Context: an optimization exercise on an open-source flow, tuned for small area, a short achievable clock period and few clock cycles per item. The choices shown serve that exercise and are no tape-out recipe.
Function was checked by simulation only, so behaviour that the tests miss may differ from the original.

==> flow/design.v, too long to show whole: its modules and the start of the top module <==
// module gps_codec: 4216 lines
module gps_codec (
    input  wire        clk,
    input  wire        rst,
    input  wire        in_valid,
    output wire        in_ready,
    input  wire        fix,
    input  wire [7:0]  num_sat,
    input  wire [31:0] lat,
    input  wire [31:0] lon,
    input  wire [15:0] speed,
    input  wire [31:0] alt,
    input  wire [15:0] dist_home,
    input  wire [15:0] dir_home,
    output reg         out_valid,
    input  wire        out_ready,
    output wire [15:0] speed_kmh,
    output wire        lat_south,
    output wire [15:0] lat_degmin,
    output wire [15:0] lat_sec,
    output wire        lon_west,
    output wire [15:0] lon_degmin,
    output wire [15:0] lon_sec,
    output wire [15:0] dist_out,
    output wire [15:0] alt_out,
    output wire [7:0]  num_sat_out,
    output wire [7:0]  fix_char,
    output wire [7:0]  dir_out
);
  // ...
==> flow/flow/run.sh <==
#!/bin/bash
# The standard layout with these changes:
#  - synthesis skips ORFS's full/half-adder extraction and maps with
#    flow/abc_area.script instead of ORFS's abc script (everything else in
#    synth_recipe.tcl and ORFS's synth.tcl is unchanged: synth -nofsm -noshare,
#    flatten, the same renames);
#  - each port is buffered with the smallest buffer cell.
# Each tool's output goes to a log of its own here and under orfs/logs.
set -euo pipefail
HERE=$(pwd)
sed -e "s#^\( *\)log_cmd abc {\*}\$abc_args#\1set abc_args [lreplace \$abc_args 1 1 $HERE/flow/abc_area.script]\n\1log_cmd abc {*}\$abc_args#" \
    -e '/# Technology mapping of adders/,/# Technology mapping of latches/{/# Technology mapping of latches/!d}' \
    "$FLOW_HOME/scripts/synth.tcl" > "$HERE/synth_custom.tcl"
grep -q "abc_area.script" "$HERE/synth_custom.tcl"
! grep -q "extract_fa" "$HERE/synth_custom.tcl"
sed "s#source \$::env(SCRIPTS_DIR)/synth.tcl#source $HERE/synth_custom.tcl#" synth_recipe.tcl > "$HERE/synth_recipe_custom.tcl"
grep -q "synth_custom.tcl" "$HERE/synth_recipe_custom.tcl"
sed "s#SYNTH_SCRIPT=[^ ]*#SYNTH_SCRIPT=$HERE/synth_recipe_custom.tcl#" standard.sh > "$HERE/standard_custom.sh"
grep -q "synth_recipe_custom.tcl" "$HERE/standard_custom.sh"
bash "$HERE/standard_custom.sh" BUFFER_PORTS_ARGS="-buffer_cell sky130_fd_sc_hd__buf_1" finish > make_finish.log 2>&1
==> flow/flow/abc_area.script <==
strash; &get -n; &fraig -x; &put; scorr; dc2; strash; dch -f; amap; topo; stime -c; dnsize -c
==> flow/standard.sh <==
#!/bin/bash
# synth_recipe.tcl (not shown) runs the flow's synth.tcl, then flattens the netlist and writes it again
# the make line also repeats each setting of config.mk as NAME=value (left out here)
make -C /OpenROAD-flow-scripts/flow DESIGN_CONFIG=/design/flow/config.mk WORK_HOME=/design/flow/orfs CLKGATE_MAP_FILE= SYNTH_SCRIPT=/design/flow/synth_recipe.tcl "${@:-finish}"
==> flow/config.mk <==
export PLATFORM = sky130hd
export DESIGN_NAME = gps_codec
export DESIGN_NICKNAME = gps_codec
export VERILOG_FILES = /design/flow/design.v
export SDC_FILE = /design/flow/constraint.sdc
export NUM_CORES = 4
export LEC_CHECK = 0
export ABC_AREA = 1
export CAP_MARGIN = 20
export CORE_MARGIN = 2
export CORE_UTILIZATION = 80
export CTS_BUF_LIST = sky130_fd_sc_hd__clkbuf_4 sky130_fd_sc_hd__clkbuf_8
export PLACE_DENSITY = 0.88
export SLEW_MARGIN = 20
==> flow/constraint.sdc <==
create_clock -name core_clock -period 120.0 [get_ports {clk}]
set_input_delay 24.0000 -clock core_clock [delete_from_list [all_inputs] [get_ports {clk}]]
set_output_delay 24.0000 -clock core_clock [all_outputs]
set_load 0.01 [all_outputs]
==> flow_summary.json, run 1 <==
{
  "status": "no timing/DRC/antenna violations",
  "stdcell_count": 3751,
  "cts_tree": "done",
  "synth_top_area_share_pct": 20.52,
  "fp.dieH_um": 156.4,
  "met1_usage_pct": 42.86,
  "grt_pass1_wl_um": 83000,
  "met1_length_um": 18890,
  "hold_path.class": "reg -> reg",
  "core_um2": 22710,
  "reg2reg_depth": 4,
  "final_common_cell": "nor2_1",
  "regArea_um2": 3834,
  "fin_area_um2": 19780,
  "post_cts_buffers": 0,
  "nNetsFinal": 3610,
  "synth_compound_area_share_pct": 33.67,
  "num-nonclk-inverters": 300,
  "n_sequential_cell": 128,
  "worst_slew_pin_slew_ns": 1.117,
  "place_congestion": 0.9354,
  "hold_start": "out_valid",
  "clk_pin_slew_ns": 0.10,
  "fin_hold_ws_ns": 0.6604,
  "yosysWarnings": 1,
  "hold_path_end": "out_valid",
  "synth_top_cell_by_area": "edfxtp_1",
  "ys.flop_type": "edfxtp_1",
  "critical-path-top-delay-family": "simple AND/OR/NAND/NOR gates",
  "synth_fa_ha_area_share_pct": 0,
  "postPlaceCellArea_um2": 19380,
  "syn_inst": 3235,
  "postSynthAreaPerCell_um2": 5.745,
  "worstSetupStartpointType": "primary input",
  "multi_input_comb_cells": 2728,
  "required_ns": 120.22,
  "ios": 297,
  "clock_sinks": 128,
  "ctsResizeCount": 0,
  "nonClkBufAreaFrac_pct": 5.334
}
Testbench counts, summed over its fixed seeds: cycles 8,008, items 8,000.
==> run 2, diff against run 1 <==
--- a/flow/config.mk
+++ b/flow/config.mk
@@ -9,6 +9,8 @@
 export CAP_MARGIN = 20
 export CORE_MARGIN = 2
-export CORE_UTILIZATION = 80
-export CTS_BUF_LIST = sky130_fd_sc_hd__clkbuf_4 sky130_fd_sc_hd__clkbuf_8
-export PLACE_DENSITY = 0.88
+export CORE_UTILIZATION = 65
+export CTS_BUF_LIST = sky130_fd_sc_hd__clkbuf_8
+export CTS_CLUSTER_DIAMETER = 150
+export CTS_CLUSTER_SIZE = 40
+export PLACE_DENSITY = 0.75
 export SLEW_MARGIN = 20
==> run 2 against run 1 <==
Maximum frequency is 1.6% higher. Worst hold slack worse by 0.0019 ns. Critical path depth is 138 lower. Highest routed layer unchanged. Largest cell class unchanged.
==> flow_summary.json, run 2 <==
{
  "status": "no timing/DRC/antenna violations",
  "tns_ns": 0,
  "setup_viol": 0,
  "drc_errors": 0,
  "worstSetupStartpointType": "primary input",
  "grt_max_degree": 69,
  "synth_area_leaders": "edfxtp_1 (21%), nor2_1 (17%), a21oi_1 (12%)",
  "area_growth_syn_to_layout_pct": 7.204,
  "first_global_vias": 19900,
  "overflow": 0,
  "core_um2": 27930,
  "cts-buffers-inserted": 17,
  "root_buffer": "clkbuf_8",
  "finClkSkew_ns": 0.01144,
  "ys_seq_area_share_pct": 20.63,
  "ctsHoldBuffers": 0,
  "detail_route.wl_per_cell_um": 12.18,
  "drv_cap": 0,
  "synth_compound_area_share_pct": 33.67,
  "fin_crit_sh_pct": 40.47,
  "top_layer": "met4",
  "top_regs": "alt_r x16, dist_r x16",
  "final_common_cell": "nor2_1",
  "synth_fa_ha_area_share_pct": 0,
  "first_pass_iters": 6,
  "synth_top_family_by_area": "simple AND/OR/NAND/NOR gates",
  "synth_edf_count": 127,
  "core.rowCount": 61,
  "max_freq_mhz": 20.59,
  "fillers": 2562,
  "ys_types": 47,
  "layout_common_cells": "nor2_1 (823), nand2_1 (451), a21oi_1 (431), o21ai_0 (422), clkinv_1 (301)",
  "layout_min_cycle_time_ns": 48.57,
  "drive_gt1_share_pct": 1.010,
  "clock_sinks": 128,
  "ctsResizeCount": 0,
  "cp.arrival_ns": 24.57,
  "synth_most_common_cell": "nor2_1",
  "clock_path_buffers": 2,
  "port_buffers": 275,
  "ys.flop_type": "edfxtp_1",
  "synth_top_cell_by_area": "edfxtp_1",
  "clock_latency_ns": 0.47,
  "rsz0062_at_grt": "no",
  "stdcell_count": 3844,
  "synth-simple-area-share_pct": 35.91,
  "required_ns": 96.00,
  "postSynthAreaPerCell_um2": 5.745,
  "syn_area_um2": 18580,
  "first_iter_violations": 1211,
  "slew_viol_final": 0,
  "via_count": 22090,
  "die_w_um": 173.1,
  "synth_common_cells": "nor2_1 (823), nand2_1 (451), a21oi_1 (431)",
  "grt_use_total_pct": 30.16,
  "place_congestion": 0.9097,
  "hpwl_um": 37810,
  "crit_type": "in -> out",
  "place_inst": 3812,
  "nNetsFinal": 3610,
  "cts_tree": "done",
  "htreeDepth": 4,
  "met1_length_um": 20110,
  "worstPathMaxFanout": 3,
  "async_reset_ff_share_pct": 0,
  "hold_path.class": "reg -> reg",
  "hold_viol_final": 0,
  "synth-seq-cells": 128,
  "synth-xor-area-share_pct": 0.1414,
  "synth_top_area_share_pct": 20.52,
  "regArea_um2": 3834,
  "met3_length_um": 2698,
  "ant_nets": 0,
  "yosysWarnings": 1,
  "max_slew_margin_pct": 30.96,
  "fp.dieH_um": 173.1,
  "syn_inst": 3235,
  "antenna_cells": 0,
  "routed_wirelength_um": 46830,
  "post_cts_buffers": 0,
  "fin_hold_ws_ns": 0.6585,
  "worstSetupEndpointType": "output pin",
  "clk_pin_slew_ns": 0.09,
  "antenna_found_initial": 0,
  "wl_met2_um": 23270,
  "ios": 297,
  "fp.dieArea_um2": 29960,
  "grt_pass1_wl_um": 79880,
  "worst_slew_pin_slew_ns": 1.036,
  "synthMuxAreaShare_pct": 0,
  "vias_per_cell": 5.746,
  "start_util_pct": 66.53,
  "multiInputGateArea_um2": 13010
}
run 2: changes by cell type in the layout (fill, tap and decap cells not counted):
cell,before,now
bufinv_16,2,3
clkbuf_4,1,0
clkinv_1,300,301
clkinv_2,2,0
clkinv_4,4,0
clkinvlp_4,2,3
inv_6,3,4
inv_8,1,4
run 2: logic make-up after synthesis:
family | count (synthesis)
xor+xnor | 3
buf+inv | 388
flops | 128
compound gates | 1124
simple gates | 1590
other cells | 2
run 2: path summary, 6_finish.rpt:
kind               end  slack [ns]  depth (start not counted)       from
max           in_ready       71.43                          4  out_ready
max reg2reg   lat_x[7]      117.11                          4  out_valid
min reg2reg  out_valid        0.66                          3  out_valid
min          out_valid        0.66                          3  out_valid
run 2: per-stage QoR:
| step | cell area [µm²] | util (%) | setup slack, ns |
|---|---|---|---|
| final | 19920 | 71.32 | 71.43 |
| after detailed placement | 19490 | 69.78 | 71.42 |
| after global placement | 19490 | 69.78 | 71.43 |
| after global routing | 19920 | 71.32 | 68.43 |
| after floorplan | 18620 | - | 71.70 |
| after CTS | 19920 | 71.32 | 71.43 |
run 2: worst max-delay path: stages:
cell      delay (ns)
buf_1           0.07
nor2b_1         0.26
clkinv_1        0.10
buf_1           0.14
run 2: per-layer routing:
metal	vias up	track usage [%]
met5	-	0
met4	0	8.298
met3	73	4.947
met2	560	57.77
met1	9763	34.29
li1	11690	-
run 2: cell type report:
| cell class | instances | area share, % |
|---|---|---|
| clock buffer | 17 | 1.174 |
| clock inverter | 15 | 0.9860 |
| inverter | 300 | 5.652 |
| multi-input combinational | 2728 | 65.28 |
| sequential | 128 | 19.24 |
| tap | 378 | 2.374 |
| timing repair buffer | 278 | 5.294 |
==> run 3, diff against run 2 <==
--- a/flow/config.mk
+++ b/flow/config.mk
@@ -10,7 +10,5 @@
 export CORE_MARGIN = 2
 export CORE_UTILIZATION = 65
-export CTS_BUF_LIST = sky130_fd_sc_hd__clkbuf_8
-export CTS_CLUSTER_DIAMETER = 150
-export CTS_CLUSTER_SIZE = 40
+export CTS_BUF_LIST = sky130_fd_sc_hd__clkbuf_4 sky130_fd_sc_hd__clkbuf_8
 export PLACE_DENSITY = 0.75
 export SLEW_MARGIN = 20
==> run 3 against run 2 <==
Still clean. Largest cell class unchanged. Sequential cell count is the same. Worst hold slack is the same.
==> flow_summary.json, run 3 <==
{
  "top_layer": "met4",
  "synth_top_cell_by_area": "edfxtp_1",
  "setup_viol": 0,
  "drive_gt1_share_pct": 1.010,
  "rsz0062_at_grt": "no",
  "fin_crit_sh_pct": 40.47,
  "worstPathMaxFanout": 3,
  "layout_min_cycle_time_ns": 48.57,
  "max_slew_margin_pct": 30.96,
  "clock_sinks": 128,
  "fin_area_um2": 19920,
  "critPathLaunch": "out_ready",
  "met1_length_um": 20110,
  "fp.dieH_um": 173.1,
  "r2r_slack_ns": 117.11,
  "grt_use_total_pct": 30.16,
  "vias_per_cell": 5.746,
  "syn_area_um2": 18580,
  "crit_buf_inv": 3,
  "r2r-start": "out_valid",
  "syn_inst": 3235,
  "ios": 297,
  "top_regs": "alt_r x16, dist_r x16",
  "cpMostUsedCell": "buf_1",
  "antenna_found_initial": 0,
  "fp.dieArea_um2": 29960,
  "postPlaceCellArea_um2": 19490,
  "first_global_vias": 19900,
  "htreeDepth": 4,
  "grt_pass1_wl_um": 79880,
  "ant_nets": 0,
  "synth_edf_count": 127,
  "layout_common_cells": "nor2_1 (823), nand2_1 (451), a21oi_1 (431), o21ai_0 (422), clkinv_1 (301)",
  "synth_area_leaders": "edfxtp_1 (21%), nor2_1 (17%), a21oi_1 (12%)",
  "critical-path-top-delay-family": "buffers and inverters",
  "drc_errors": 0,
  "async_reset_ff_share_pct": 0,
  "hold_viol_final": 0,
  "ctsHoldBuffers": 0,
  "tns_ns": 0,
  "hold_start": "out_valid",
  "worst_slew_pin_slew_ns": 1.036,
  "crit_type": "in -> out",
  "ys_seq_area_share_pct": 20.63,
  "status": "no timing/DRC/antenna violations",
  "critPathSlowestCell": "nor2b_1",
  "detail_route.wl_per_cell_um": 12.18,
  "final_common_cell": "nor2_1",
  "overflow": 0,
  "drv_cap": 0,
  "synth-seq-cells": 128,
  "cts-buffers-inserted": 17,
  "hold_path.class": "reg -> reg",
  "place_congestion": 0.9097,
  "clock_path_buffers": 2,
  "die_w_um": 173.1,
  "start_util_pct": 66.53,
  "critical_path.cell_chain": "buf_1 -> nor2b_1 -> clkinv_1 -> buf_1",
  "clk_pin_slew_ns": 0.09,
  "clock_latency_ns": 0.47,
  "grt_max_degree": 69,
  "finClkSkew_ns": 0.01144,
  "area_growth_syn_to_layout_pct": 7.204,
  "synth_common_cells": "nor2_1 (823), nand2_1 (451), a21oi_1 (431)",
  "via_count": 22090,
  "core.rowCount": 61,
  "cp.arrival_ns": 24.57,
  "ys_types": 47,
  "post_cts_buffers": 0,
  "critPathMaxStageDelay_ns": 0.26,
  "root_buffer": "clkbuf_8",
  "max_freq_mhz": 20.59,
  "hpwl_um": 37810,
  "routed_wirelength_um": 46830,
  "postSynthAreaPerCell_um2": 5.745,
  "ys.flop_type": "edfxtp_1",
  "antenna_cells": 0,
  "cts_tree": "done",
  "stdcell_count": 3844,
  "synth_top_area_share_pct": 20.52,
  "yosysWarnings": 1,
  "worstSetupStartpointType": "primary input",
  "first_pass_iters": 6,
  "nNetsFinal": 3610,
  "ctsResizeCount": 0,
  "slew_viol_final": 0,
  "first_iter_violations": 1211,
  "met3_length_um": 2698,
  "synth_most_common_cell": "nor2_1",
  "port_buffers": 275,
  "core_um2": 27930,
  "place_inst": 3812,
  "required_ns": 96.00,
  "worstSetupEndpointType": "output pin",
  "wl_met2_um": 23270
}
==> run 3: final timing paths <==
path / to / cells after the start
hold reg to reg: out_valid / 3
hold / removal: out_valid / 3
setup reg to reg: lat_x[7] / 4
setup / recovery: in_ready / 4
==> run 3: metal layers <==
| metal | global-route usage [%] | up-vias |
|---|---|---|
| met5 | 0 | - |
| met4 | 8.298 | 0 |
| met3 | 4.947 | 73 |
| met2 | 57.77 | 560 |
| met1 | 34.29 | 9763 |
| li1 | - | 11690 |
==> run 3: cells by family (layout without fill, tap and decap cells) <==
family | count (synthesis) | after routing | share of synthesized area [%]
simple gates | 1590 | 1590 | 35.91
compound gates | 1124 | 1124 | 33.67
buf+inv | 388 | 610 | 9.614
flops | 128 | 128 | 20.63
other cells | 2 | 11 | 0.04041
xor+xnor | 3 | 3 | 0.1414
==> run 3: final cells by class <==
cell class                 count  area (µm²)
timing repair buffer         278        1055
inverter                     300        1126
tap                          378       473.0
fill                        2562        8011
clock inverter                15       196.4
multi-input combinational   2728       13010
clock buffer                  17       234.0
sequential                   128        3834
==> run 3: per-stage QoR <==
| step | setup slack [ns] | hold WS (ns) | utilization, % |
|---|---|---|---|
| after floorplan | 71.70 | 0.6291 | - |
| after CTS | 71.43 | 0.6591 | 71.32 |
| after detailed placement | 71.42 | 0.6467 | 69.78 |
| final | 71.43 | 0.6585 | 71.32 |
| after global placement | 71.43 | 0.6294 | 69.78 |
| after global routing | 68.43 | 0.6948 | 71.32 |
==> run 3: worst register-to-register path: stages (launching register included) <==
cell and delay [ns]:
dfxtp_1 0.32, nor2b_1 0.17, nor2b_4 0.69, buf_4 0.52, buf_4 0.76
==> run 4, diff against run 3 <==
--- a/flow/config.mk
+++ b/flow/config.mk
@@ -7,8 +7,8 @@
 export LEC_CHECK = 0
 export ABC_AREA = 1
-export CAP_MARGIN = 20
+export CAP_MARGIN = 50
 export CORE_MARGIN = 2
 export CORE_UTILIZATION = 65
 export CTS_BUF_LIST = sky130_fd_sc_hd__clkbuf_4 sky130_fd_sc_hd__clkbuf_8
 export PLACE_DENSITY = 0.75
-export SLEW_MARGIN = 20
+export SLEW_MARGIN = 60
==> run 4 against run 3 <==
Maximum frequency shrank 0.11%. Highest routed layer unchanged. Die area did not move. Worst setup slack lost 0.053 ns. Global-route usage up 0.16 points.
==> flow_summary.json, run 4 <==
{
  "status": "no timing/DRC/antenna violations",
  "routed_wirelength_um": 46730,
  "ys_seq_area_share_pct": 20.63,
  "layout_min_cycle_time_ns": 48.62,
  "ctsResizeCount": 0,
  "final_common_cell": "nor2_1",
  "cts_tree": "done",
  "hpwl_um": 37840,
  "cts-buffers-inserted": 17,
  "syn_inst": 3235,
  "finClkSkew_ns": 0.01047,
  "clock_sinks": 128,
  "drc_errors": 0,
  "r2r-start": "out_valid",
  "crit_type": "in -> out",
  "crit_buf_inv": 3,
  "top_regs": "alt_r x16, dist_r x16",
  "fp.dieH_um": 173.1,
  "synth_compound_area_share_pct": 33.67,
  "synth_area_leaders": "edfxtp_1 (21%), nor2_1 (17%), a21oi_1 (12%)",
  "synth_top_family_by_area": "simple AND/OR/NAND/NOR gates",
  "hold_viol_final": 0,
  "core_um2": 27930,
  "required_ns": 96.00,
  "worstSetupStartpointType": "primary input",
  "synth_common_cells": "nor2_1 (823), nand2_1 (451), a21oi_1 (431)",
  "clock_path_buffers": 2,
  "place_congestion": 0.9097,
  "postPlaceCellArea_um2": 19530,
  "syn_area_um2": 18580,
  "via_count": 22060,
  "synth_top_area_share_pct": 20.52,
  "ctsHoldBuffers": 0,
  "r2r_slack_ns": 117.95,
  "cp.arrival_ns": 24.62,
  "nNetsFinal": 3612,
  "start_util_pct": 66.53,
  "multiInputGateArea_um2": 13070,
  "rr_endpoint": "lat_x[7]",
  "core.rowCount": 61,
  "vias_per_cell": 5.736,
  "first_pass_iters": 8,
  "overflow": 0,
  "critPathLaunch": "out_ready",
  "clock_latency_ns": 0.48,
  "async_reset_ff_share_pct": 0,
  "synth_top_cell_by_area": "edfxtp_1",
  "root_buffer": "clkbuf_8",
  "synthMuxAreaShare_pct": 0,
  "ant_nets": 0,
  "synth-simple-area-share_pct": 35.91,
  "layout_common_cells": "nor2_1 (817), nand2_1 (451), a21oi_1 (428), o21ai_0 (389), clkinv_1 (299)",
  "ys_types": 47,
  "grt_max_degree": 69,
  "setup_viol": 0,
  "antenna_cells": 0,
  "postSynthAreaPerCell_um2": 5.745,
  "first_iter_violations": 1310,
  "critPathSlowestCell": "nor2b_1",
  "drive_gt1_share_pct": 1.586,
  "tns_ns": 0,
  "ys.flop_type": "edfxtp_1",
  "max_slew_margin_pct": 60.86,
  "die_w_um": 173.1,
  "critical-path-top-delay-family": "buffers and inverters",
  "drv_cap": 0,
  "fillers": 2522,
  "worstSetupEndpointType": "output pin",
  "fin_crit_sh_pct": 40.52,
  "first_global_vias": 19920,
  "fp.dieArea_um2": 29960,
  "synth_most_common_cell": "nor2_1",
  "worst_slew_pin_slew_ns": 0.5809,
  "yosysWarnings": 1,
  "htreeDepth": 4,
  "regArea_um2": 3834,
  "grt_pass1_wl_um": 80160,
  "rsz0062_at_grt": "no",
  "min_path_cells": 3,
  "post_cts_buffers": 0,
  "slew_viol_final": 0,
  "worstPathMaxFanout": 3,
  "max_freq_mhz": 20.57,
  "hold_path.class": "reg -> reg",
  "synth-seq-cells": 128,
  "area_growth_syn_to_layout_pct": 7.729,
  "ios": 297,
  "cpMostUsedCell": "buf_1",
  "hold_start": "out_valid",
  "port_buffers": 275,
  "synth-xor-area-share_pct": 0.1414,
  "synth_fa_ha_area_share_pct": 0,
  "fin_area_um2": 20020,
  "detail_route.wl_per_cell_um": 12.15,
  "synth_edf_count": 127,
  "reg2reg_depth": 4,
  "critPathMaxStageDelay_ns": 0.28,
  "hold_path_end": "out_valid",
  "antenna_found_initial": 0,
  "critical_path.cell_chain": "buf_1 -> nor2b_1 -> clkinv_1 -> buf_1",
  "clk_pin_slew_ns": 0.09,
  "grt_use_total_pct": 30.32
}
run 4: per-layer routing:
metal,GRT usage (%),share of wire (%)
met5,0,0
met4,8.792,1.6
met3,4.815,5.6
met2,58.07,50
met1,34.38,42
run 4: kinds of logic after synthesis:
family,count (synthesis)
and+or+nand+nor,1590
DFF,128
xor gates and xnor gates,3
buffers and inverters,388
other,2
AOI/OAI and AO/OA,1124
run 4: worst min-delay path: cells and delay by family (launching register included):
family | cells | cell delay, ns
flip-flops | 1 | 0.31
AND/OR/NAND/NOR | 3 | 0.34
run 4: layout make-up:
class | count | share of cell area [%]
inverter | 300 | 5.637
tap | 378 | 2.362
timing repair buffer | 280 | 5.425
clock inverter | 15 | 0.9812
clock buffer | 17 | 1.169
multi-input combinational | 2728 | 65.28
sequential | 128 | 19.15
run 4: metrics by stage:
stage / utilization [%] / hold WS (ns) / worst slack, ns / instances
after floorplan: - / 0.6291 / 71.70 / 3244
after global placement: 69.78 / 0.6294 / 71.43 / 3812
after detailed placement: 69.93 / 0.6851 / 71.36 / 3814
after CTS: 71.47 / 0.6968 / 71.37 / 3846
after global routing: 71.67 / 0.7547 / 69.36 / 3846
final: 71.67 / 0.6877 / 71.38 / 3846
run 4: worst max-delay path by stage:
stage / endpoint / cells after the start
finish: in_ready / 4
floorplan: in_ready / 2
detailed placement: in_ready / 4
global placement: in_ready / 4
CTS: in_ready / 4
global route: lon_r6[6] / 149
==> run 5, diff against run 4 <==
--- a/flow/flow/run.sh
+++ b/flow/flow/run.sh
@@ -5,5 +5,7 @@
 #    synth_recipe.tcl and ORFS's synth.tcl is unchanged: synth -nofsm -noshare,
 #    flatten, the same renames);
-#  - each port is buffered with the smallest buffer cell.
+#  - each port is buffered with the smallest buffer cell;
+#  - the setup repair after CTS and global routing works on every path
+#    with less than 71.7 ns of slack.
 # Each tool's output goes to a log of its own here and under orfs/logs.
 set -euo pipefail
@@ -18,3 +20,3 @@
 sed "s#SYNTH_SCRIPT=[^ ]*#SYNTH_SCRIPT=$HERE/synth_recipe_custom.tcl#" standard.sh > "$HERE/standard_custom.sh"
 grep -q "synth_recipe_custom.tcl" "$HERE/standard_custom.sh"
-bash "$HERE/standard_custom.sh" BUFFER_PORTS_ARGS="-buffer_cell sky130_fd_sc_hd__buf_1" finish > make_finish.log 2>&1
+bash "$HERE/standard_custom.sh" BUFFER_PORTS_ARGS="-buffer_cell sky130_fd_sc_hd__buf_1" SETUP_SLACK_MARGIN=71.7 finish > make_finish.log 2>&1
--- a/flow/config.mk
+++ b/flow/config.mk
@@ -7,8 +7,8 @@
 export LEC_CHECK = 0
 export ABC_AREA = 1
-export CAP_MARGIN = 50
+export CAP_MARGIN = 20
 export CORE_MARGIN = 2
 export CORE_UTILIZATION = 65
 export CTS_BUF_LIST = sky130_fd_sc_hd__clkbuf_4 sky130_fd_sc_hd__clkbuf_8
 export PLACE_DENSITY = 0.75
-export SLEW_MARGIN = 60
+export SLEW_MARGIN = 20
==> run 5 against run 4 <==
Synthesized cell count is the same. Routed wire length rose by 1.5%. Non-clock buffer count increased by 3. First-iteration DRC count down 6.1%. Global-route usage shrank 0.15 points. Via count is 0.85% higher. Maximum frequency increased by 0.52%. Worst setup slack improved by 0.25 ns. Sequential cell count stayed put. Area after synthesis unchanged. Cell count grew 0.10%. Highest routed layer unchanged.
==> flow_summary.json, run 5 <==
{
  "first_pass_iters": 6,
  "yosysWarnings": 1,
  "hold_viol_final": 0,
  "crit_buf_inv": 3,
  "cts_tree": "done",
  "postSynthAreaPerCell_um2": 5.745,
  "layout_common_cells": "nor2_1 (808), nand2_1 (451), a21oi_1 (427), o21ai_0 (399), clkinv_1 (297)",
  "fin_hold_ws_ns": 0.7681,
  "slew_viol_final": 0,
  "hold_start": "out_valid",
  "via_count": 22250,
  "max_freq_mhz": 20.68,
  "r2r_slack_ns": 116.98,
  "rsz0062_at_grt": "yes",
  "cp.arrival_ns": 24.37,
  "stdcell_count": 3850,
  "clock_path_buffers": 2,
  "syn_area_um2": 18580,
  "drive_gt1_share_pct": 2.939,
  "final_common_cell": "nor2_1",
  "drc_errors": 0,
  "hpwl_um": 37810,
  "core.rowCount": 61,
  "critPathSlowestCell": "nor2b_2",
  "fillers": 2532,
  "synth_common_cells": "nor2_1 (823), nand2_1 (451), a21oi_1 (431)",
  "overflow": 0,
  "status": "no timing/DRC/antenna violations",
  "ctsHoldBuffers": 0,
  "core_um2": 27930,
  "hold_path.class": "reg -> reg",
  "reg2reg_depth": 5,
  "grt_use_total_pct": 30.17,
  "vias_per_cell": 5.778,
  "finClkSkew_ns": 0.01113,
  "synth_most_common_cell": "nor2_1",
  "root_buffer": "clkbuf_8",
  "place_inst": 3812,
  "ys_seq_area_share_pct": 20.63,
  "top_regs": "alt_r x16, dist_r x16",
  "required_ns": 96.00,
  "critPathMaxStageDelay_ns": 0.13,
  "synth_area_leaders": "edfxtp_1 (21%), nor2_1 (17%), a21oi_1 (12%)",
  "min_path_cells": 4,
  "finalWorstSetupSlack_ns": 71.63,
  "place_congestion": 0.9097,
  "rr_endpoint": "lat_x[12]",
  "ios": 297,
  "post-place-ws_ns": 71.42,
  "syn_inst": 3235,
  "clock_sinks": 128,
  "postPlaceCellArea_um2": 19490,
  "clk_pin_slew_ns": 0.09,
  "tns_ns": 0,
  "async_reset_ff_share_pct": 0,
  "htreeDepth": 4,
  "synth_top_cell_by_area": "edfxtp_1",
  "start_util_pct": 66.53,
  "first_iter_violations": 1230,
  "grt_max_degree": 69,
  "antenna_found_initial": 0,
  "critical_path.cell_chain": "buf_1 -> nor2b_2 -> inv_2 -> buf_6",
  "fin_util_pct": 72.45,
  "ys_types": 47,
  "worst_slew_pin_slew_ns": 0.8900,
  "fin_crit_sh_pct": 40.31,
  "worstSetupEndpointType": "output pin",
  "synth_top_area_share_pct": 20.52,
  "first_global_vias": 19900,
  "crit_type": "in -> out",
  "nNetsFinal": 3615,
  "max_slew_margin_pct": 40.54,
  "fin_area_um2": 20240,
  "fp.dieH_um": 173.1,
  "detail_route.wl_per_cell_um": 12.32,
  "grt_pass1_wl_um": 79900,
  "area_growth_syn_to_layout_pct": 8.907,
  "port_buffers": 275,
  "synth_edf_count": 127,
  "hold_path_end": "out_valid",
  "worstPathMaxFanout": 2,
  "ys.flop_type": "edfxtp_1",
  "clock_latency_ns": 0.47,
  "critical-path-top-delay-family": "buffers and inverters",
  "ant_nets": 0,
  "layout_min_cycle_time_ns": 48.37,
  "routed_wirelength_um": 47430,
  "r2r-start": "out_valid",
  "drv_cap": 0,
  "synth-seq-cells": 128,
  "worstSetupStartpointType": "primary input",
  "setup_viol": 0,
  "cts-buffers-inserted": 17,
  "fp.dieArea_um2": 29960,
  "die_w_um": 173.1
}
[run 5: layout make-up]
type                    instances  area, µm²  share of cell area [%]
clock buffers                  17      234.0                   1.156
repair buffers                283       1104                   5.453
multi-input cells            2728      13260                   65.53
well taps                     378      473.0                   2.337
diodes                          1      2.502                 0.01236
clock inverters                15      196.4                  0.9706
inverters                     300       1134                   5.601
flip-flops and latches        128       3834                   18.94
[run 5: layer usage]
metal	GRT usage, %	routed length (µm)	vias up
li1	-	-	11700
met1	34.30	20290	9908
met2	57.77	23680	553
met3	4.947	2632	90
met4	8.298	834	0
met5	0	0	-
[run 5: repair_timing]
item | 4_1_cts | 5_1_grt
pin swaps | 0 | 2
gates resized for setup | 1 | 91
buffers inserted | 1 | 4
setup endpoints to repair | 1 | 61
[run 5: how the worst max path moves through the flow]
stage,start,to,slack (ns),cells past startpoint
floorplan,out_ready,in_ready,71.70,2
global placement,out_ready,in_ready,71.43,4
detailed placement,out_ready,in_ready,71.42,4
CTS,out_ready,in_ready,71.62,4
global route,lat[31],lat_r6[6],71.36,146
finish,out_ready,in_ready,71.63,4
[run 5: cells by family after synthesis]
| kind of cell | share of synthesized area, % |
|---|---|
| other | 0.04041 |
| buffers and inverters | 9.614 |
| DFF | 20.63 |
| and+or+nand+nor | 35.91 |
| xor gates and xnor gates | 0.1414 |
| AOI/OAI and AO/OA | 33.67 |
[run 5: worst min-delay path: stages, from the launching register on]
cell and delay, ns:
dfxtp_1 0.32, nor2b_2 0.16, buf_4 0.14, nor2_1 0.08
nor2_1 0.04
==> run 6, diff against run 5 <==
--- a/flow/flow/run.sh
+++ b/flow/flow/run.sh
@@ -6,6 +6,5 @@
 #    flatten, the same renames);
 #  - each port is buffered with the smallest buffer cell;
-#  - the setup repair after CTS and global routing works on every path
-#    with less than 71.7 ns of slack.
+#  - clock tree synthesis clusters up to 64 registers per buffer.
 # Each tool's output goes to a log of its own here and under orfs/logs.
 set -euo pipefail
@@ -20,3 +19,3 @@
 sed "s#SYNTH_SCRIPT=[^ ]*#SYNTH_SCRIPT=$HERE/synth_recipe_custom.tcl#" standard.sh > "$HERE/standard_custom.sh"
 grep -q "synth_recipe_custom.tcl" "$HERE/standard_custom.sh"
-bash "$HERE/standard_custom.sh" BUFFER_PORTS_ARGS="-buffer_cell sky130_fd_sc_hd__buf_1" SETUP_SLACK_MARGIN=71.7 finish > make_finish.log 2>&1
+bash "$HERE/standard_custom.sh" BUFFER_PORTS_ARGS="-buffer_cell sky130_fd_sc_hd__buf_1" CTS_ARGS="-sink_clustering_enable -repair_clock_nets -sink_clustering_size 64 -sink_clustering_max_diameter 400 -buf_list sky130_fd_sc_hd__clkbuf_16" finish > make_finish.log 2>&1
==> run 6 against run 5 <==
Routed wire length about the same. Sequential share of layout area is 0.12 points higher. Maximum frequency shrank 0.41%. Via count is 0.36% lower. Non-clock buffer count fell by 5. Critical path type unchanged. Register-to-register slack gained 0.12 ns. Sequential cell count unchanged.
==> flow_summary.json, run 6 <==
{
  "rsz0062_at_grt": "no",
  "drv_cap": 0,
  "htreeDepth": 4,
  "vias_per_cell": 5.765,
  "layout_common_cells": "nor2_1 (823), nand2_1 (451), a21oi_1 (431), o21ai_0 (422), clkinv_1 (301)",
  "root_buffer": "clkbuf_16",
  "worstSetupEndpointType": "output pin",
  "grt_pass1_wl_um": 80960,
  "hold_viol_final": 0,
  "slew_viol_final": 0,
  "synth_edf_count": 127,
  "nNetsFinal": 3610,
  "async_reset_ff_share_pct": 0,
  "worstSetupStartpointType": "primary input",
  "finClkSkew_ns": 0.007354,
  "status": "no timing/DRC/antenna violations",
  "synth_area_leaders": "edfxtp_1 (21%), nor2_1 (17%), a21oi_1 (12%)",
  "worst_slew_pin_slew_ns": 1.038,
  "die_w_um": 173.1,
  "clock_path_buffers": 2,
  "ios": 297,
  "ys_seq_area_share_pct": 20.63,
  "ctsResizeCount": 0,
  "via_count": 22170,
  "first_pass_iters": 7,
  "synth_most_common_cell": "nor2_1",
  "tns_ns": 0,
  "top_usage_layer": "met2",
  "synth_top_area_share_pct": 20.52,
  "grt_use_total_pct": 30.62,
  "overflow": 0,
  "cts-buffers-inserted": 17,
  "ctsHoldBuffers": 0,
  "drive_gt1_share_pct": 1.010,
  "required_ns": 96.00,
  "fillers": 2525,
  "ys_types": 47,
  "first_global_vias": 20040,
  "multiInputGateArea_um2": 13010,
  "detail_route.wl_per_cell_um": 12.33,
  "fp.dieArea_um2": 29960,
  "met1_usage_pct": 34.51,
  "cp.arrival_ns": 24.57,
  "fp.dieH_um": 173.1,
  "clk_pin_slew_ns": 0.07,
  "post-place-ws_ns": 71.42,
  "synth_top_cell_by_area": "edfxtp_1",
  "fin_crit_sh_pct": 40.47,
  "syn_area_um2": 18580,
  "max_freq_mhz": 20.59,
  "core_um2": 27930,
  "setup_viol": 0,
  "postSynthAreaPerCell_um2": 5.745,
  "routed_wirelength_um": 47400,
  "post_cts_buffers": 0,
  "start_util_pct": 66.53,
  "antenna_found_initial": 0,
  "area_growth_syn_to_layout_pct": 8.248,
  "cts_tree": "done",
  "grt_max_degree": 69,
  "drc_errors": 0,
  "ant_nets": 0,
  "top_regs": "alt_r x16, dist_r x16",
  "port_buffers": 275,
  "synth-seq-cells": 128,
  "grt_use_met2_pct": 58.90,
  "final_common_cell": "nor2_1",
  "grtUsageMet3_pct": 5.387,
  "layout_min_cycle_time_ns": 48.57,
  "crit_type": "in -> out",
  "ys.flop_type": "edfxtp_1",
  "hpwl_um": 37810,
  "place_congestion": 0.9097,
  "first_iter_violations": 1290,
  "core.rowCount": 61,
  "max_slew_margin_pct": 30.79,
  "syn_inst": 3235,
  "worstPathMaxFanout": 3,
  "finalWorstSetupSlack_ns": 71.43,
  "clock_latency_ns": 0.44,
  "synth_common_cells": "nor2_1 (823), nand2_1 (451), a21oi_1 (431)",
  "hold_path.class": "reg -> reg",
  "regArea_um2": 3834,
  "clock_sinks": 128,
  "yosysWarnings": 1
}
run 6: cell count changes in the layout (fill, tap and decap cells not counted), moves of 6 or more:
| cell | previous run | this run |
|---|---|---|
| nor3_1 | 113 | 123 |
| clkbuf_8 | 17 | 0 |
| o22ai_1 | 53 | 59 |
| o21ai_0 | 399 | 422 |
| o21ai_1 | 19 | 0 |
| nor2_1 | 808 | 823 |
| nor3b_1 | 29 | 38 |
| clkbuf_16 | 0 | 17 |
| nor3b_2 | 9 | 0 |
| o22ai_2 | 6 | 0 |
| nor2_2 | 14 | 0 |
| nor3_2 | 9 | 0 |
run 6: per-layer routing:
metal,vias up,wire (µm)
met5,-,0
met4,0,682
met3,61,2679
met2,540,23950
met1,9874,20080
li1,11690,-
run 6: final timing paths:
path                                   to  depth (start not counted)  slack, ns  startpoint
worst max-delay path             in_ready                          4      71.43   out_ready
worst min-delay path            out_valid                          3       0.66   out_valid
worst max register to register   lat_x[0]                          4     117.10   out_valid
worst min register to register  out_valid                          3       0.66   out_valid
run 6: layout make-up:
| class | instances | share of cell area, % |
|---|---|---|
| tap | 378 | 2.351 |
| inverter | 300 | 5.598 |
| sequential | 128 | 19.06 |
| antenna | 1 | 0.01244 |
| clock inverter | 15 | 0.9765 |
| clock buffer | 17 | 2.115 |
| multi-input combinational | 2728 | 64.65 |
| timing repair buffer | 278 | 5.243 |
run 6: per-stage QoR:
step                std cells  util [%]  hold WS, ns  area, µm²
floorplan                3244         -       0.6291      18620
global placement         3812     69.78       0.6294      19490
detailed placement       3812     69.78       0.6467      19490
CTS                      3844     72.01       0.6556      20110
global route             3844     72.01       0.6911      20110
finish                   3845     72.01       0.6552      20120
run 6: critical path: stages:
cell	delay, ns
buf_1	0.07
nor2b_1	0.26
clkinv_1	0.10
buf_1	0.14
run 6: kinds of logic after synthesis:
group,count (synthesis),share of synthesized area [%]
buffers and inverters,388,9.614
other,2,0.04041
xor gates and xnor gates,3,0.1414
AOI/OAI and AO/OA,1124,33.67
and+or+nand+nor,1590,35.91
DFF,128,20.63
==> run 7, diff against run 6 <==
--- a/flow/flow/run.sh
+++ b/flow/flow/run.sh
@@ -5,6 +5,6 @@
 #    synth_recipe.tcl and ORFS's synth.tcl is unchanged: synth -nofsm -noshare,
 #    flatten, the same renames);
-#  - each port is buffered with the smallest buffer cell;
-#  - clock tree synthesis clusters up to 64 registers per buffer.
+#  - each port is buffered with the smallest buffer cell, or a stronger one
+#    where the port drives several loads (flow/post_gpl.tcl).
 # Each tool's output goes to a log of its own here and under orfs/logs.
 set -euo pipefail
@@ -19,3 +19,3 @@
 sed "s#SYNTH_SCRIPT=[^ ]*#SYNTH_SCRIPT=$HERE/synth_recipe_custom.tcl#" standard.sh > "$HERE/standard_custom.sh"
 grep -q "synth_recipe_custom.tcl" "$HERE/standard_custom.sh"
-bash "$HERE/standard_custom.sh" BUFFER_PORTS_ARGS="-buffer_cell sky130_fd_sc_hd__buf_1" CTS_ARGS="-sink_clustering_enable -repair_clock_nets -sink_clustering_size 64 -sink_clustering_max_diameter 400 -buf_list sky130_fd_sc_hd__clkbuf_16" finish > make_finish.log 2>&1
+bash "$HERE/standard_custom.sh" BUFFER_PORTS_ARGS="-buffer_cell sky130_fd_sc_hd__buf_1" POST_GLOBAL_PLACE_TCL="$HERE/flow/post_gpl.tcl" finish > make_finish.log 2>&1
==> flow/flow/post_gpl.tcl (new file) <==
# After port buffering and global placement: a port buffer that drives
# several loads (such as a sign bit) gets a stronger buffer cell.
foreach inst [get_cells input*] {
  set opin [get_pins -of_objects $inst -filter "direction == output"]
  set net [get_nets -of_objects $opin]
  set fo [llength [get_pins -of_objects $net -filter "direction == input"]]
  if { $fo > 6 } {
    puts "port buffer [get_full_name $inst]: fanout $fo, buf_4"
    replace_cell $inst sky130_fd_sc_hd__buf_4
  } elseif { $fo > 2 } {
    puts "port buffer [get_full_name $inst]: fanout $fo, buf_2"
    replace_cell $inst sky130_fd_sc_hd__buf_2
  }
}
==> run 7 against run 6 <==
Still clean. Clock skew is 0.0031 ns higher. Area after synthesis stayed put. Routed wire length is 0.91% lower. Non-clock buffer count stayed put. Critical path depth stayed put. First-iteration DRC count is 3.6% higher. Critical path type unchanged. Highest routed layer is now met5.
==> flow_summary.json, run 7 <==
{
  "status": "no timing/DRC/antenna violations",
  "finalWorstSetupSlack_ns": 71.39,
  "async_reset_ff_share_pct": 0,
  "drv_cap": 0,
  "required_ns": 96.00,
  "htreeDepth": 4,
  "crit_type": "in -> out",
  "synth-seq-cells": 128,
  "hpwl_um": 37890,
  "max_freq_mhz": 20.57,
  "fp.dieH_um": 173.1,
  "final_common_cell": "nor2_1",
  "routed_wirelength_um": 46970,
  "rsz0062_at_grt": "no",
  "first_global_vias": 19900,
  "cts_tree": "done",
  "detail_route.wl_per_cell_um": 12.21,
  "synth_top_cell_by_area": "edfxtp_1",
  "synth_common_cells": "nor2_1 (823), nand2_1 (451), a21oi_1 (431)",
  "finClkSkew_ns": 0.01049,
  "fillers": 2541,
  "tns_ns": 0,
  "max_slew_margin_pct": 41.90,
  "ys.flop_type": "edfxtp_1",
  "layout_common_cells": "nor2_1 (823), nand2_1 (451), a21oi_1 (431), o21ai_0 (422), clkinv_1 (301)",
  "vias_per_cell": 5.764,
  "drive_gt1_share_pct": 3.347,
  "layout_min_cycle_time_ns": 48.61,
  "drc_errors": 0,
  "cp.arrival_ns": 24.61,
  "stdcell_count": 3846,
  "post-place-ws_ns": 71.40,
  "first_iter_violations": 1337,
  "grt_pass1_wl_um": 80250,
  "syn_area_um2": 18580,
  "slew_viol_final": 0,
  "via_count": 22170,
  "ios": 297,
  "first_pass_iters": 8,
  "synth_area_leaders": "edfxtp_1 (21%), nor2_1 (17%), a21oi_1 (12%)",
  "post_cts_buffers": 0,
  "core_um2": 27930,
  "synth_top_area_share_pct": 20.52,
  "place_inst": 3812,
  "r2r_slack_ns": 117.11,
  "port_buffers": 275,
  "grt_max_degree": 69,
  "fin_util_pct": 71.72,
  "core.rowCount": 61,
  "die_w_um": 173.1,
  "ctsResizeCount": 0,
  "ys_types": 47,
  "overflow": 0,
  "worstPathMaxFanout": 3,
  "clock_path_buffers": 2,
  "hold_path.class": "reg -> reg",
  "cts-buffers-inserted": 17,
  "nNetsFinal": 3610,
  "grt_use_total_pct": 30.35,
  "fin_hold_ws_ns": 0.6669,
  "setup_viol": 0,
  "fin_crit_sh_pct": 40.50,
  "postSynthAreaPerCell_um2": 5.745,
  "yosysWarnings": 1,
  "worst_slew_pin_slew_ns": 0.8715,
  "postPlaceCellArea_um2": 19600,
  "fp.dieArea_um2": 29960,
  "clk_pin_slew_ns": 0.08,
  "synth_edf_count": 127,
  "top_regs": "alt_r x16, dist_r x16",
  "ys_seq_area_share_pct": 20.63,
  "root_buffer": "clkbuf_8",
  "clock_sinks": 128,
  "clock_latency_ns": 0.48,
  "worstSetupEndpointType": "output pin",
  "fin_area_um2": 20030,
  "worstSetupStartpointType": "primary input",
  "area_growth_syn_to_layout_pct": 7.803,
  "syn_inst": 3235,
  "hold_viol_final": 0,
  "synth_most_common_cell": "nor2_1",
  "antenna_found_initial": 3,
  "ctsHoldBuffers": 0,
  "ant_nets": 0,
  "start_util_pct": 66.53
}
==> run 7: cell counts after synthesis <==
No cell type changed its count.
==> run 7: final cells by class <==
type	instances	area [µm²]	area share (%)
clock buffers	17	234.0	1.168
well taps	378	473.0	2.361
clock inverters	15	196.4	0.9805
inverters	300	1126	5.621
flip-flops and latches	128	3834	19.14
diodes	2	5.005	0.02498
multi-input cells	2728	13010	64.91
repair buffers	278	1161	5.796
==> run 7: path summary, 6_finish.rpt <==
kind                            startpoint        end  cells past startpoint
worst min-delay path             out_valid  out_valid                      3
worst max-delay path             out_ready   in_ready                      4
worst max register to register   out_valid   lat_x[0]                      4
worst min register to register   out_valid  out_valid                      3
==> run 7: logic make-up after synthesis <==
family	count (synthesis)	share of synthesized area [%]
other	2	0.04041
AND/OR/NAND/NOR	1590	35.91
buffers and inverters	388	9.614
AO/OA/AOI/OAI	1124	33.67
XOR/XNOR	3	0.1414
flip-flops	128	20.63
==> run 7: worst max-delay path, cell delays in order <==
cell and delay (ns):
buf_1 0.07, nor2b_1 0.29, clkinv_1 0.11, buf_1 0.14
==> run 7: metal layers <==
layer | share of wire [%] | up-vias | track usage (%)
met4 | 1.6 | 2 | 8.086
met1 | 43 | 9792 | 34.65
met3 | 5.7 | 76 | 4.705
li1 | - | 11710 | -
met5 | 0.017 | - | 0
met2 | 50 | 590 | 58.25
==> run 8, diff against run 7 <==
--- a/flow/flow/run.sh
+++ b/flow/flow/run.sh
@@ -5,6 +5,7 @@
 #    synth_recipe.tcl and ORFS's synth.tcl is unchanged: synth -nofsm -noshare,
 #    flatten, the same renames);
-#  - each port is buffered with the smallest buffer cell, or a stronger one
-#    where the port drives several loads (flow/post_gpl.tcl).
+#  - each port is buffered with the smallest buffer cell; after global
+#    placement, smallest buffers and inverters that drive more than eight
+#    loads are upsized (flow/post_gpl.tcl).
 # Each tool's output goes to a log of its own here and under orfs/logs.
 set -euo pipefail
==> flow/flow/post_gpl.tcl (replaced) <==
# After port buffering and global placement: a buffer or inverter of the
# smallest size that drives many loads (such as a sign bit) is upsized.
foreach inst [get_cells *] {
  set master [get_property $inst ref_name]
  if { ![regexp {^sky130_fd_sc_hd__(buf|inv|clkinv)_1$} $master -> kind] } { continue }
  set opin [get_pins -of_objects $inst -filter "direction == output"]
  set net [get_nets -of_objects $opin]
  set fo [llength [get_pins -of_objects $net -filter "direction == input"]]
  if { $fo > 8 } {
    set new [expr { $kind eq "buf" ? "sky130_fd_sc_hd__buf_4" : "sky130_fd_sc_hd__inv_4" }]
    puts "[get_full_name $inst] ($master): fanout $fo, $new"
    replace_cell $inst $new
  }
}
==> run 8 against run 7 <==
Utilization is 0.33 points lower. Via count rose by 0.20%. Routed wire length shrank 0.43%. Non-clock buffer count unchanged. Global-route usage decreased by 0.14 points. Area after synthesis stayed put. Cell count about the same. Worst hold slack lost 0.0080 ns. Maximum frequency about the same.
==> flow_summary.json, run 8 <==
{
  "worstSetupStartpointType": "primary input",
  "synth_common_cells": "nor2_1 (823), nand2_1 (451), a21oi_1 (431)",
  "fp.dieH_um": 173.1,
  "post-place-ws_ns": 71.42,
  "cp.arrival_ns": 24.57,
  "max_freq_mhz": 20.59,
  "finalWorstSetupSlack_ns": 71.43,
  "hpwl_um": 37680,
  "finClkSkew_ns": 0.01243,
  "ys.flop_type": "edfxtp_1",
  "root_buffer": "clkbuf_8",
  "synth_area_leaders": "edfxtp_1 (21%), nor2_1 (17%), a21oi_1 (12%)",
  "nNetsFinal": 3610,
  "drv_cap": 0,
  "cts_tree": "done",
  "ys_types": 47,
  "routed_wirelength_um": 46770,
  "synth-seq-cells": 128,
  "r2r_slack_ns": 117.09,
  "fillers": 2506,
  "area_growth_syn_to_layout_pct": 7.312,
  "fin_crit_sh_pct": 40.47,
  "core_um2": 27930,
  "fp.dieArea_um2": 29960,
  "grt_max_degree": 69,
  "port_buffers": 275,
  "clk_pin_slew_ns": 0.08,
  "layout_min_cycle_time_ns": 48.57,
  "vias_per_cell": 5.779,
  "ctsHoldBuffers": 0,
  "start_util_pct": 66.53,
  "yosysWarnings": 1,
  "grt_pass1_wl_um": 79870,
  "antenna_found_initial": 0,
  "rsz0062_at_grt": "no",
  "overflow": 0,
  "core.rowCount": 61,
  "max_slew_margin_pct": 40.19,
  "synth_top_area_share_pct": 20.52,
  "post_cts_buffers": 0,
  "tns_ns": 0,
  "postSynthAreaPerCell_um2": 5.745,
  "via_count": 22210,
  "hold_path.class": "reg -> reg",
  "clock_sinks": 128,
  "synth_top_cell_by_area": "edfxtp_1",
  "grt_use_total_pct": 30.20,
  "first_global_vias": 19960,
  "cts-buffers-inserted": 17,
  "first_pass_iters": 5,
  "worst_slew_pin_slew_ns": 0.8953,
  "slew_viol_final": 0,
  "worstSetupEndpointType": "output pin",
  "layout_common_cells": "nor2_1 (823), nand2_1 (451), a21oi_1 (431), o21ai_0 (422), clkinv_1 (296)",
  "drive_gt1_share_pct": 1.212,
  "r2r-start": "out_valid",
  "detail_route.wl_per_cell_um": 12.17,
  "die_w_um": 173.1,
  "top_regs": "alt_r x16, dist_r x16",
  "rr_endpoint": "lat_r6[1]",
  "status": "no timing/DRC/antenna violations",
  "crit_type": "in -> out",
  "synth_most_common_cell": "nor2_1",
  "async_reset_ff_share_pct": 0,
  "worstPathMaxFanout": 3,
  "ctsResizeCount": 0,
  "hold_viol_final": 0,
  "min_path_cells": 3,
  "hold_start": "out_valid",
  "setup_viol": 0,
  "htreeDepth": 4,
  "first_iter_violations": 1394,
  "ys_seq_area_share_pct": 20.63,
  "synth_edf_count": 127,
  "ant_nets": 0,
  "syn_area_um2": 18580,
  "syn_inst": 3235,
  "reg2reg_depth": 4,
  "hold_path_end": "out_valid",
  "required_ns": 96.00,
  "ios": 297,
  "clock_latency_ns": 0.48,
  "drc_errors": 0,
  "final_common_cell": "nor2_1",
  "antenna_cells": 0,
  "clock_path_buffers": 2
}
-- run 8: cell counts after synthesis --
Identical to the previous run, type by type.
-- run 8: cell type report --
cell class | instances | area, µm² | area share, %
Timing Repair Buffer | 278 | 1062 | 5.327
Tap cell | 378 | 473.0 | 2.372
Sequential cell | 128 | 3834 | 19.22
Inverter | 300 | 1139 | 5.709
Clock inverter | 15 | 196.4 | 0.9850
Multi-Input combinational cell | 2728 | 13010 | 65.21
Clock buffer | 17 | 234.0 | 1.173
-- run 8: cells by family after synthesis --
group	after synthesis	synth area share, %
xor gates and xnor gates	3	0.1414
AOI/OAI and AO/OA	1124	33.67
other	2	0.04041
DFF	128	20.63
buffers and inverters	388	9.614
and+or+nand+nor	1590	35.91
-- run 8: worst max path at each step --
stage | startpoint | end | slack (ns) | cells after the start
after floorplan | out_ready | in_ready | 71.70 | 2
after global placement | out_ready | in_ready | 71.43 | 4
after detailed placement | out_ready | in_ready | 71.42 | 4
after CTS | out_ready | in_ready | 71.43 | 4
after global routing | lon[0] | lon_r6[2] | 68.75 | 148
final | out_ready | in_ready | 71.43 | 4
-- run 8: per-stage QoR --
step	hold WS [ns]	cell area (µm²)	instances	utilization (%)
3_5_place_dp	0.6467	19510	3812	69.85
2_1_floorplan	0.6291	18620	3244	-
4_1_cts	0.6583	19940	3844	71.39
5_1_grt	0.6942	19940	3844	71.39
6_report	0.6589	19940	3844	71.39
3_3_place_gp	0.6294	19490	3812	69.78
-- run 8: critical path: stages --
cell and delay, ns:
buf_1 0.07, nor2b_1 0.26, clkinv_1 0.10, buf_1 0.14
-- run 8: routing by layer --
metal | track usage, % | up-vias | wire length, µm
met1 | 34.10 | 9897 | 20070
met3 | 4.969 | 70 | 2574
met4 | 8.651 | 0 | 734
met2 | 57.95 | 544 | 23390
met5 | 0 | - | 0
li1 | - | 11700 | -
==> run 9, diff against run 8 <==
--- a/flow/flow/post_gpl.tcl
+++ b/flow/flow/post_gpl.tcl
@@ -13,2 +13,31 @@
   }
 }
+
+# The path from out_ready to in_ready has only a few cells between two
+# ports; give each cell on it (port buffers included) the next drive strength.
+proc upsize_one { inst } {
+  set master [get_property $inst ref_name]
+  if { [regexp {^(sky130_fd_sc_hd__[a-z0-9]+)_([0-9]+)$} $master -> base size] } {
+    set new "${base}_[expr { $size * 2 }]"
+    if { [llength [get_lib_cells -quiet */$new]] > 0 } {
+      puts "[get_full_name $inst] ($master): $new"
+      replace_cell $inst $new
+    }
+  }
+}
+set pin [get_pins -of_objects [get_nets -of_objects [get_ports in_ready]] -filter "direction == output"]
+for { set i 0 } { $i < 4 && [llength $pin] == 1 } { incr i } {
+  set inst [get_cells -of_objects $pin]
+  upsize_one $inst
+  set ins [get_pins -of_objects $inst -filter "direction == input"]
+  set pin {}
+  foreach p $ins {
+    set drv [get_pins -quiet -of_objects [get_nets -of_objects $p] -filter "direction == output"]
+    if { [llength $drv] == 1 } {
+      set net [get_nets -of_objects $p]
+      if { [llength [get_ports -quiet -of_objects $net]] == 0 } { set pin $drv }
+    } else {
+      # input port buffer's driver is the port itself: stop there
+    }
+  }
+}
==> run 9 against run 8 <==
Area after synthesis is the same. Synthesized cell count is the same. The flow now stops in 3_3_place_gp.
==> flow_summary.json, run 9 <==
{
  "status": "did not finish",
  "postSynthAreaPerCell_um2": 5.745,
  "core.rowCount": 61,
  "ios": 297,
  "synth_edf_count": 127,
  "async_reset_ff_share_pct": 0,
  "synth-seq-cells": 128,
  "yosysWarnings": 1,
  "ys.flop_type": "edfxtp_1",
  "synth_top_cell_by_area": "edfxtp_1",
  "ys_types": 47,
  "firstError": "[ERROR STA-0100] unsupported object type Port.",
  "ys_seq_area_share_pct": 20.63,
  "synth_top_area_share_pct": 20.52,
  "synth_common_cells": "nor2_1 (823), nand2_1 (451), a21oi_1 (431)",
  "syn_area_um2": 18580,
  "syn_inst": 3235,
  "fp.dieH_um": 173.1,
  "synth_area_leaders": "edfxtp_1 (21%), nor2_1 (17%), a21oi_1 (12%)",
  "start_util_pct": 66.53,
  "stop_stage": "3_3_place_gp",
  "die_w_um": 173.1,
  "synth_most_common_cell": "nor2_1",
  "port_buffers": 275
}
[run 9: cell counts after synthesis]
No cell type changed its count.
[run 9: kinds of logic after synthesis]
logic type / synth area share [%]
and+or+nand+nor: 35.91
AOI/OAI and AO/OA: 33.67
buffers and inverters: 9.614
DFF: 20.63
xor gates and xnor gates: 0.1414
other: 0.04041
==> run 10, diff against run 9 <==
--- a/flow/flow/post_gpl.tcl
+++ b/flow/flow/post_gpl.tcl
@@ -26,18 +26,21 @@
   }
 }
-set pin [get_pins -of_objects [get_nets -of_objects [get_ports in_ready]] -filter "direction == output"]
+set pin [get_pins -of_objects [get_nets in_ready] -filter "direction == output"]
 for { set i 0 } { $i < 4 && [llength $pin] == 1 } { incr i } {
   set inst [get_cells -of_objects $pin]
   upsize_one $inst
-  set ins [get_pins -of_objects $inst -filter "direction == input"]
-  set pin {}
-  foreach p $ins {
+  set next {}
+  foreach p [get_pins -of_objects $inst -filter "direction == input"] {
     set drv [get_pins -quiet -of_objects [get_nets -of_objects $p] -filter "direction == output"]
-    if { [llength $drv] == 1 } {
-      set net [get_nets -of_objects $p]
-      if { [llength [get_ports -quiet -of_objects $net]] == 0 } { set pin $drv }
-    } else {
-      # input port buffer's driver is the port itself: stop there
+    if { [llength $drv] == 1 } { lappend next $drv }
+  }
+  # follow the single driven input, or the one from a port buffer
+  if { [llength $next] > 1 } {
+    set pb {}
+    foreach d $next {
+      if { [string match input* [get_full_name [get_cells -of_objects $d]]] } { lappend pb $d }
     }
+    set next $pb
   }
+  set pin [expr { [llength $next] == 1 ? [lindex $next 0] : {} }]
 }
==> run 10 against run 9 <==
The run now finishes clean. Synthesized cell count unchanged. Area after synthesis unchanged.
==> flow_summary.json, run 10 <==
{
  "top_regs": "alt_r x16, dist_r x16",
  "area_growth_syn_to_layout_pct": 7.372,
  "worstSetupStartpointType": "primary input",
  "top_layer": "met4",
  "clock_path_buffers": 2,
  "core.rowCount": 61,
  "ant_nets": 0,
  "via_count": 22180,
  "core_um2": 27930,
  "routed_wirelength_um": 47010,
  "ctsHoldBuffers": 0,
  "overflow": 0,
  "synth_edf_count": 127,
  "required_ns": 96.00,
  "worstPathMaxFanout": 3,
  "clock_sinks": 128,
  "regArea_um2": 3834,
  "max_slew_margin_pct": 40.94,
  "synth_common_cells": "nor2_1 (823), nand2_1 (451), a21oi_1 (431)",
  "synth_most_common_cell": "nor2_1",
  "root_buffer": "clkbuf_8",
  "tns_ns": 0,
  "ys.flop_type": "edfxtp_1",
  "postSynthAreaPerCell_um2": 5.745,
  "yosysWarnings": 1,
  "fp.dieArea_um2": 29960,
  "clock_latency_ns": 0.49,
  "cts-buffers-inserted": 17,
  "setup_viol": 0,
  "place_inst": 3812,
  "first_iter_violations": 1249,
  "drc_errors": 0,
  "detail_route.wl_per_cell_um": 12.22,
  "postPlaceCellArea_um2": 19520,
  "first_pass_iters": 6,
  "met1_length_um": 20130,
  "grt_max_degree": 69,
  "multiInputGateArea_um2": 13010,
  "min_path_cells": 3,
  "hold_viol_final": 0,
  "ctsResizeCount": 0,
  "finalWorstSetupSlack_ns": 71.44,
  "final_common_cell": "nor2_1",
  "htreeDepth": 4,
  "drive_gt1_share_pct": 1.327,
  "worst_slew_pin_slew_ns": 0.8841,
  "met3_length_um": 2519,
  "syn_area_um2": 18580,
  "start_util_pct": 66.53,
  "first_global_vias": 19860,
  "reg2reg_depth": 4,
  "post-place-ws_ns": 71.44,
  "syn_inst": 3235,
  "ios": 297,
  "grt_use_total_pct": 30.30,
  "ys_seq_area_share_pct": 20.63,
  "worstSetupEndpointType": "output pin",
  "stdcell_count": 3846,
  "hold_path.class": "reg -> reg",
  "hpwl_um": 37890,
  "cp.arrival_ns": 24.56,
  "max_freq_mhz": 20.59,
  "fillers": 2522,
  "synth-seq-cells": 128,
  "synth_top_cell_by_area": "edfxtp_1",
  "fin_util_pct": 71.43,
  "antenna_found_initial": 0,
  "grt_pass1_wl_um": 79960,
  "crit_type": "in -> out",
  "layout_common_cells": "nor2_1 (823), nand2_1 (451), a21oi_1 (431), o21ai_0 (422), clkinv_1 (295)",
  "wl_met2_um": 23550,
  "ys_types": 47,
  "nNetsFinal": 3610,
  "synth_top_area_share_pct": 20.52,
  "status": "no timing/DRC/antenna violations",
  "post_cts_buffers": 0,
  "vias_per_cell": 5.768,
  "finClkSkew_ns": 0.009774,
  "layout_min_cycle_time_ns": 48.56,
  "slew_viol_final": 0,
  "clk_pin_slew_ns": 0.08,
  "cts_tree": "done",
  "rsz0062_at_grt": "no",
  "fp.dieH_um": 173.1,
  "port_buffers": 275,
  "drv_cap": 0,
  "fin_crit_sh_pct": 40.46,
  "fin_area_um2": 19950,
  "async_reset_ff_share_pct": 0,
  "synth_area_leaders": "edfxtp_1 (21%), nor2_1 (17%), a21oi_1 (12%)",
  "die_w_um": 173.1
}
run 10: final timing paths:
| check | start | endpoint | slack (ns) |
|---|---|---|---|
| hold reg to reg | out_valid | out_valid | 0.72 |
| hold / removal | out_valid | out_valid | 0.72 |
| setup reg to reg | out_valid | lat_x[12] | 117.10 |
| setup / recovery | out_ready | in_ready | 71.44 |
run 10: cell families (layout without fill, tap and decap cells):
| kind of cell | after synthesis | count (layout) | share of synthesized area (%) |
|---|---|---|---|
| DFF | 128 | 128 | 20.63 |
| AOI/OAI and AO/OA | 1124 | 1124 | 33.67 |
| xor gates and xnor gates | 3 | 3 | 0.1414 |
| other | 2 | 13 | 0.04041 |
| and+or+nand+nor | 1590 | 1590 | 35.91 |
| buffers and inverters | 388 | 610 | 9.614 |
run 10: metrics by stage:
stage	hold slack, ns
after floorplan	0.6291
after global placement	0.6294
after detailed placement	0.7086
after CTS	0.7214
after global routing	0.7240
final	0.7169
run 10: cell type report:
type | count | share of cell area [%]
Clock buffer | 17 | 1.173
Clock inverter | 15 | 0.9844
Sequential cell | 128 | 19.21
Tap cell | 378 | 2.370
Inverter | 300 | 5.712
Multi-Input combinational cell | 2728 | 65.19
Antenna cell | 2 | 0.02508
Timing Repair Buffer | 278 | 5.336
run 10: metal layers:
layer | global-route usage, % | vias to the layer above
li1 | - | 11720
met1 | 33.95 | 9845
met2 | 58.52 | 544
met3 | 4.837 | 77
met4 | 8.792 | 0
met5 | 0 | -
run 10: critical path, stage by stage:
cell,delay (ns)
buf_2,0.10
nor2b_2,0.22
clkinv_2,0.09
buf_2,0.15

## port drivers added, routing unchanged
The flow's constraints put no driver on any port. The routed layouts listed below were extracted and timed again, unchanged, in two steps.
Step 1 assumes that a clkbuf_16 drives the clock port and a buf_2 every other input.
Step 2 times the ports against the registers' clock, not the clock port: input delays grow and output delays shrink by t, the midpoint of the rising clock arrivals with the driver on.
a / b / c = no drivers / after step 1 / after step 2; a / b = the first two.
| run | t, ns | slack for setup (ns) | hold WS [ns] | worst setup path at the end | clock arrival spread, ns |
|---|---|---|---|---|---|
| run 1 | 0.507 | 70.664 / 70.677 / 70.170 | 0.660 / 0.660 / 0.660 | input to register | 0.023 / 0.022 |
| run 2 | 0.518 | 71.433 / 71.413 / 71.413 | 0.658 / 0.658 / 0.658 | input to output | 0.021 / 0.021 |
| run 3 | 0.518 | 71.433 / 71.413 / 71.413 | 0.658 / 0.658 / 0.658 | input to output | 0.021 / 0.021 |
| run 4 | 0.524 | 71.379 / 71.359 / 71.359 | 0.688 / 0.688 / 0.688 | input to output | 0.019 / 0.019 |
| run 5 | 0.516 | 71.633 / 71.613 / 71.613 | 0.768 / 0.768 / 0.768 | input to output | 0.018 / 0.019 |
| run 6 | 0.496 | 71.433 / 71.414 / 71.327 | 0.655 / 0.655 / 0.655 | input to register | 0.014 / 0.015 |
| run 7 | 0.516 | 71.395 / 71.373 / 71.373 | 0.667 / 0.667 / 0.667 | input to output | 0.018 / 0.019 |
| run 8 | 0.518 | 71.430 / 71.410 / 71.410 | 0.659 / 0.659 / 0.659 | input to output | 0.018 / 0.018 |
| run 10 | 0.530 | 71.444 / 71.425 / 71.425 | 0.717 / 0.717 / 0.717 | input to output | 0.018 / 0.018 |
After both steps setup and hold are still met in every run listed. The setup slack of run 1, which loses most, moves by +0.013 ns with the drivers and by -0.494 ns with both steps.
